This design comes from an exercise in tuning for small area, a short achievable clock period and few clock cycles on the open sky130 flow, not from production work. Power is estimated from default activity; no workload was simulated.

run 1:
==> flow/design.v <==
module nr_vadd (
    input  wire        clk,
    input  wire        rst,         
    input  wire        in_valid,
    input  wire [31:0] in_a,
    input  wire [31:0] in_b,
    output wire        in_ready,
    output reg         out_valid,
    output reg  [31:0] out_sum,
    input  wire        out_ready
);
    reg         v0, v1, v2, vk;
    reg         rdy;            
    reg         adv;            
    reg  [31:0] skid;
    assign in_ready = rdy;
    wire        ia_h  = |in_a[30:23];
    wire        ib_h  = |in_b[30:23];
    wire [7:0]  ia_ee = {in_a[30:24], in_a[23] | ~ia_h};
    wire [7:0]  ib_ee = {in_b[30:24], in_b[23] | ~ib_h};
    wire [3:0]  ia_eh = in_a[30:27], ib_eh = in_b[30:27];
    wire [3:0]  ia_el = in_a[26:23], ib_el = in_b[26:23];
    reg  [32:0] ra, rb;
    reg         bgt_h, beq_h, bgt_l;
    always @(posedge clk) if (adv) begin
        ra   <= {in_a[31], ia_ee, ia_h, in_a[22:0]};
        rb   <= {in_b[31], ib_ee, ib_h, in_b[22:0]};
        bgt_h <= ib_eh > ia_eh;
        beq_h <= ib_eh == ia_eh;
        bgt_l <= ib_el > ia_el;
    end
    wire [7:0]  a_ee = ra[31:24];
    wire [7:0]  b_ee = rb[31:24];
    wire        a_h  = ra[23];
    wire        b_h  = rb[23];
    wire        a_emax = &a_ee;
    wire        b_emax = &b_ee;
    wire        a_fz = ~|ra[22:0];
    wire        b_fz = ~|rb[22:0];
    wire        a_nan = a_emax & ~a_fz;
    wire        b_nan = b_emax & ~b_fz;
    wire        a_inf = a_emax & a_fz;
    wire        b_inf = b_emax & b_fz;
    wire        sub   = ra[32] ^ rb[32];
    wire        s_nan = a_nan | b_nan | (a_inf & b_inf & sub);
    wire        bige = bgt_h | (beq_h & bgt_l);    
    wire [23:0] a_m  = {a_h, ra[22:0]};
    wire [23:0] b_m  = {b_h, rb[22:0]};
    wire [23:0] x_m  = bige ? b_m : a_m;
    wire [23:0] y_m  = bige ? a_m : b_m;
    wire [7:0]  x_ee = bige ? b_ee : a_ee;
    wire [7:0]  dab  = a_ee - b_ee;
    wire [7:0]  dba  = b_ee - a_ee;
    wire [7:0]  d    = bige ? dba : dab;
    wire [4:0]  sh   = d[4:0];
    wire        big  = |d[7:5];                 
    wire        x_s  = bige ? rb[32] : ra[32];
    wire [26:0] t0 = {y_m, 3'd0};
    wire [26:0] t1 = sh[4] ? {16'd0, t0[26:16]} : t0;
    wire        k1 = sh[4] & (|t0[15:0]);
    wire [26:0] t2 = sh[3] ? {8'd0, t1[26:8]} : t1;
    wire        k2 = sh[3] & (|t1[7:0]);
    wire [26:0] t3 = sh[2] ? {4'd0, t2[26:4]} : t2;
    wire        k3 = sh[2] & (|t2[3:0]);
    wire [26:0] t4 = sh[1] ? {2'd0, t3[26:2]} : t3;
    wire        k4 = sh[1] & (|t3[1:0]);
    wire [26:0] t5 = sh[0] ? {1'd0, t4[26:1]} : t4;
    wire        k5 = sh[0] & t4[0];
    wire [26:0] y_al = big ? {26'd0, |y_m} : {t5[26:1], t5[0] | k1 | k2 | k3 | k4 | k5};
    reg         p_s, p_sub, p_nan;           
    reg  [7:0]  p_e;
    reg  [23:0] p_x;
    reg  [26:0] p_y;
    always @(posedge clk) if (adv) begin
        p_s   <= x_s;
        p_sub <= sub;
        p_nan <= s_nan;
        p_e   <= x_ee;
        p_x   <= x_m;
        p_y   <= y_al ^ {27{sub}};
    end
    wire [27:0] ad_a = {1'b0, p_x, 3'd0};
    wire [27:0] ad_b = {p_sub, p_y};
    wire [27:0] ad_p = ad_a ^ ad_b;
    reg  [27:0] cg, cp;
    integer l, j;
    always @(*) begin
        cg = ad_a & ad_b;
        cp = ad_p;
        for (l = 1; l < 28; l = l * 2)
            for (j = 27; j >= l; j = j - 1) begin
                cg[j] = cg[j] | (cp[j] & cg[j-l]);
                cp[j] = cp[j] & cp[j-l];
            end
    end
    wire        eac  = p_sub & cg[27];          
    wire        flip = p_sub & ~cg[27];         
    wire [27:0] mag  = ad_p ^ {cg[26:0] | (cp[26:0] & {27{eac}}), eac} ^ {28{flip}};
    wire [27:0] lim  = (p_e > 8'd27) ? 28'd0 : (28'h8000000 >> p_e);
    wire [31:0] lzin = {mag | lim, 4'b1111};
    wire [15:0] z1v; wire [15:0] z1c;
    wire [7:0]  z2v; wire [15:0] z2c;
    wire [3:0]  z3v; wire [11:0] z3c;
    wire [1:0]  z4v; wire [7:0]  z4c;
    genvar g;
    generate
        for (g = 0; g < 16; g = g + 1) begin : lz1
            assign z1v[g] = lzin[2*g+1] | lzin[2*g];
            assign z1c[g] = ~lzin[2*g+1];
        end
        for (g = 0; g < 8; g = g + 1) begin : lz2
            assign z2v[g] = z1v[2*g+1] | z1v[2*g];
            assign z2c[2*g+1:2*g] = z1v[2*g+1] ? {1'b0, z1c[2*g+1]} : {1'b1, z1c[2*g]};
        end
        for (g = 0; g < 4; g = g + 1) begin : lz3
            assign z3v[g] = z2v[2*g+1] | z2v[2*g];
            assign z3c[3*g+2:3*g] = z2v[2*g+1] ? {1'b0, z2c[4*g+3:4*g+2]} : {1'b1, z2c[4*g+1:4*g]};
        end
        for (g = 0; g < 2; g = g + 1) begin : lz4
            assign z4v[g] = z3v[2*g+1] | z3v[2*g];
            assign z4c[4*g+3:4*g] = z3v[2*g+1] ? {1'b0, z3c[6*g+5:6*g+3]} : {1'b1, z3c[6*g+2:6*g]};
        end
    endgenerate
    wire [4:0]  lz = z4v[1] ? {1'b0, z4c[7:4]} : {1'b1, z4c[3:0]};
    reg         q_s, q_zs, q_nan;
    reg  [7:0]  q_e;
    reg  [27:0] q_m;
    reg  [4:0]  q_lz;
    always @(posedge clk) if (adv) begin
        q_s   <= p_s ^ flip;
        q_zs  <= p_s & ~p_sub;
        q_nan <= p_nan;
        q_e   <= p_e;
        q_m   <= mag;
        q_lz  <= lz;
    end
    wire [27:0] sl = q_m << q_lz;
    wire [26:0] nm = {sl[27:2], sl[1] | (sl[0] & ~|q_lz)};
    wire [8:0]  ne = {1'b0, q_e} + 9'd1 - {4'd0, q_lz};
    wire        r_up = nm[2] & (nm[1] | nm[0] | nm[3]);
    wire [30:0] pk   = {(nm[26] ? ne[7:0] : 8'd0), nm[25:3]};
    reg  [30:0] ones;
    integer m, n;
    always @(*) begin
        ones = pk;
        for (m = 1; m < 32; m = m * 2)
            for (n = 0; n < 31; n = n + 1)
                if (n & m)
                    ones[n] = ones[n] & ones[(n & ~(m - 1)) - 1];
    end
    wire [30:0] rnd  = pk ^ ({ones[29:0], 1'b1} & {31{r_up}});
    wire        ovf  = ne[8] | (ne[7:0] == 8'hFF);
    wire        zero = ~|q_m;
    reg  [31:0] res;
    always @(*) begin
        if (q_nan)
            res = 32'h7FC00000;
        else if ((&q_e) | ovf)           
            res = {q_s, 8'hFF, 23'd0};
        else
            res = {zero ? q_zs : q_s, rnd};
    end
    wire        push = adv & v2;
    always @(posedge clk) begin
        if (!vk) skid <= res;
        if (out_ready | ~out_valid) out_sum <= vk ? skid : res;
    end
    always @(posedge clk) begin
        if (rst) begin
            v0 <= 1'b0; v1 <= 1'b0; v2 <= 1'b0; vk <= 1'b0;
            rdy <= 1'b0; adv <= 1'b1; out_valid <= 1'b0;
        end else begin
            if (adv) begin
                v0 <= in_valid & rdy;
                v1 <= v0;
                v2 <= v1;
            end
            if (vk) begin
                if (out_ready) begin vk <= 1'b0; rdy <= 1'b1; adv <= 1'b1; end
            end else if (push & out_valid & ~out_ready) begin
                vk <= 1'b1; rdy <= 1'b0; adv <= 1'b0;
            end else begin
                rdy <= 1'b1;
            end
            out_valid <= vk | push | (out_valid & ~out_ready);
        end
    end
endmodule
Settings: LEC_CHECK=0, CAP_MARGIN=60, CORE_MARGIN=2, CORE_UTILIZATION=60, CTS_CLUSTER_DIAMETER=120, CTS_CLUSTER_SIZE=24, PLACE_DENSITY=0.75, SLEW_MARGIN=60; clock period 20.0 ns.
standard.sh (not shown) runs the stock make flow with config.mk's settings and CLKGATE_MAP_FILE= SYNTH_SCRIPT=/design/flow/synth_recipe.tcl, a recipe that flattens the netlist after the stock synthesis.
==> flow/flow/run.sh <==
#!/bin/bash
set -euo pipefail
export BUFFER_PORTS_ARGS="-buffer_cell sky130_fd_sc_hd__buf_2"
bash standard.sh finish > flow_make.log 2>&1
Setup changes, run 1 to run 2
--- a/flow/design.v
+++ b/flow/design.v
@@ -16,20 +16,16 @@
     assign in_ready = rdy;
     wire        ia_h  = |in_a[30:23];
     wire        ib_h  = |in_b[30:23];
     wire [7:0]  ia_ee = {in_a[30:24], in_a[23] | ~ia_h};
     wire [7:0]  ib_ee = {in_b[30:24], in_b[23] | ~ib_h};
-    wire [3:0]  ia_eh = in_a[30:27], ib_eh = in_b[30:27];
-    wire [3:0]  ia_el = in_a[26:23], ib_el = in_b[26:23];
     reg  [32:0] ra, rb;
-    reg         bgt_h, beq_h, bgt_l;
+    reg         bige;                       
     always @(posedge clk) if (adv) begin
         ra   <= {in_a[31], ia_ee, ia_h, in_a[22:0]};
         rb   <= {in_b[31], ib_ee, ib_h, in_b[22:0]};
-        bgt_h <= ib_eh > ia_eh;
-        beq_h <= ib_eh == ia_eh;
-        bgt_l <= ib_el > ia_el;
+        bige <= in_b[30:23] > in_a[30:23];
     end
     wire [7:0]  a_ee = ra[31:24];
     wire [7:0]  b_ee = rb[31:24];
     wire        a_h  = ra[23];
     wire        b_h  = rb[23];
@@ -41,22 +37,21 @@
     wire        b_nan = b_emax & ~b_fz;
     wire        a_inf = a_emax & a_fz;
     wire        b_inf = b_emax & b_fz;
     wire        sub   = ra[32] ^ rb[32];
     wire        s_nan = a_nan | b_nan | (a_inf & b_inf & sub);
-    wire        bige = bgt_h | (beq_h & bgt_l);    
     wire [23:0] a_m  = {a_h, ra[22:0]};
     wire [23:0] b_m  = {b_h, rb[22:0]};
     wire [23:0] x_m  = bige ? b_m : a_m;
     wire [23:0] y_m  = bige ? a_m : b_m;
     wire [7:0]  x_ee = bige ? b_ee : a_ee;
-    wire [7:0]  dab  = a_ee - b_ee;
-    wire [7:0]  dba  = b_ee - a_ee;
-    wire [7:0]  d    = bige ? dba : dab;
+    wire [7:0]  y_ee = bige ? a_ee : b_ee;
+    wire [7:0]  d    = x_ee - y_ee;
     wire [4:0]  sh   = d[4:0];
     wire        big  = |d[7:5];                 
-    wire        x_s  = bige ? rb[32] : ra[32];
+    wire        neg  = sub & ~bige & (a_ee == b_ee) & (b_m > a_m);
+    wire        x_s  = (bige | neg) ? rb[32] : ra[32];
     wire [26:0] t0 = {y_m, 3'd0};
     wire [26:0] t1 = sh[4] ? {16'd0, t0[26:16]} : t0;
     wire        k1 = sh[4] & (|t0[15:0]);
     wire [26:0] t2 = sh[3] ? {8'd0, t1[26:8]} : t1;
     wire        k2 = sh[3] & (|t1[7:0]);
@@ -65,39 +60,44 @@
     wire [26:0] t4 = sh[1] ? {2'd0, t3[26:2]} : t3;
     wire        k4 = sh[1] & (|t3[1:0]);
     wire [26:0] t5 = sh[0] ? {1'd0, t4[26:1]} : t4;
     wire        k5 = sh[0] & t4[0];
     wire [26:0] y_al = big ? {26'd0, |y_m} : {t5[26:1], t5[0] | k1 | k2 | k3 | k4 | k5};
-    reg         p_s, p_sub, p_nan;           
+    reg         p_s, p_sub, p_neg, p_nan;    
     reg  [7:0]  p_e;
     reg  [23:0] p_x;
     reg  [26:0] p_y;
     always @(posedge clk) if (adv) begin
         p_s   <= x_s;
         p_sub <= sub;
+        p_neg <= neg;
         p_nan <= s_nan;
         p_e   <= x_ee;
-        p_x   <= x_m;
-        p_y   <= y_al ^ {27{sub}};
+        p_x   <= x_m ^ {24{neg}};
+        p_y   <= y_al ^ {27{sub & ~neg}};
     end
-    wire [27:0] ad_a = {1'b0, p_x, 3'd0};
-    wire [27:0] ad_b = {p_sub, p_y};
+    wire [27:0] ad_a = {p_neg, p_x, {3{p_neg}}};
+    wire [27:0] ad_b = {p_sub & ~p_neg, p_y};
     wire [27:0] ad_p = ad_a ^ ad_b;
     reg  [27:0] cg, cp;
     integer l, j;
     always @(*) begin
         cg = ad_a & ad_b;
         cp = ad_p;
-        for (l = 1; l < 28; l = l * 2)
-            for (j = 27; j >= l; j = j - 1) begin
+        cg[0] = cg[0] | (cp[0] & p_sub);
+        for (l = 1; l < 32; l = l * 2)
+            for (j = 2*l - 1; j < 28; j = j + 2*l) begin
+                cg[j] = cg[j] | (cp[j] & cg[j-l]);
+                cp[j] = cp[j] & cp[j-l];
+            end
+        for (l = 8; l >= 1; l = l / 2)
+            for (j = 3*l - 1; j < 28; j = j + 2*l) begin
                 cg[j] = cg[j] | (cp[j] & cg[j-l]);
                 cp[j] = cp[j] & cp[j-l];
             end
     end
-    wire        eac  = p_sub & cg[27];          
-    wire        flip = p_sub & ~cg[27];         
-    wire [27:0] mag  = ad_p ^ {cg[26:0] | (cp[26:0] & {27{eac}}), eac} ^ {28{flip}};
+    wire [27:0] mag = ad_p ^ {cg[26:0], p_sub};
     wire [27:0] lim  = (p_e > 8'd27) ? 28'd0 : (28'h8000000 >> p_e);
     wire [31:0] lzin = {mag | lim, 4'b1111};
     wire [15:0] z1v; wire [15:0] z1c;
     wire [7:0]  z2v; wire [15:0] z2c;
     wire [3:0]  z3v; wire [11:0] z3c;
@@ -125,11 +125,11 @@
     reg         q_s, q_zs, q_nan;
     reg  [7:0]  q_e;
     reg  [27:0] q_m;
     reg  [4:0]  q_lz;
     always @(posedge clk) if (adv) begin
-        q_s   <= p_s ^ flip;
+        q_s   <= p_s;
         q_zs  <= p_s & ~p_sub;
         q_nan <= p_nan;
         q_e   <= p_e;
         q_m   <= mag;
         q_lz  <= lz;
--- outcome ---
The count of clock-buffer cells in the layout reported for run 2 is greater than that of run 1 by 1. Diff run 1 -> run 2: post-layout minimum cycle time increased by 0.30 ns relative to the old numbers, longest individual stage delay on the worst path increased by 0.09 ns relative to the old numbers, final area climbed 170 um^2, setup slack now smaller, share of flip-flops with an asynchronous set or reset flat. Going from run 1 to run 2, total power decreased by about 13% relative to the old numbers, routed wire length per instance decreased by 0.84 um relative to the old numbers. Re post-synthesis to final-layout area growth: run 1 and run 2 aren't equal, and the lower value belongs to run 2. From run 1 to run 2 the numbers moved as follows: cell count saw a decrease, internal power of the cells saw a decrease, number of multi-input combinational cells saw a decrease.
No functional check of the RTL was part of any run of this note.

[re-timing with driven ports]
The flow's constraints put no driver on any port. The routed layouts listed below were extracted and timed again, unchanged, in two steps.
Step 1 (the two cells are an assumption about what drives the block):
set clk [get_ports {clk}]
set_driving_cell -lib_cell sky130_fd_sc_hd__clkbuf_16 $clk
set_driving_cell -lib_cell sky130_fd_sc_hd__buf_2 [delete_from_list [all_inputs] $clk]
Step 2, shift: input delay + t, output delay - t, t = (earliest + latest rising clock arrival at the registers) / 2. This alone moves slack from input paths to output paths.
a / b / c = no drivers / after step 1 / after step 2; a / b = the first two.
run | shift t [ns] | slack for setup (ns) | hold WS [ns] | worst register clock-pin slew, ns | pins driven straight from the clock port
run 1 | 0.542 | 14.958 / 14.905 / 14.682 | 0.435 / 0.435 / 0.435 | 0.11 / 0.11 | 1
run 2 | 0.534 | 14.656 / 14.656 / 14.184 | 0.469 / 0.469 / 0.469 | 0.10 / 0.10 | 1
After both steps every run listed still meets setup and hold. For run 2, which loses most, drivers alone change the setup slack by 0.000 ns; drivers and shift together by -0.472 ns.
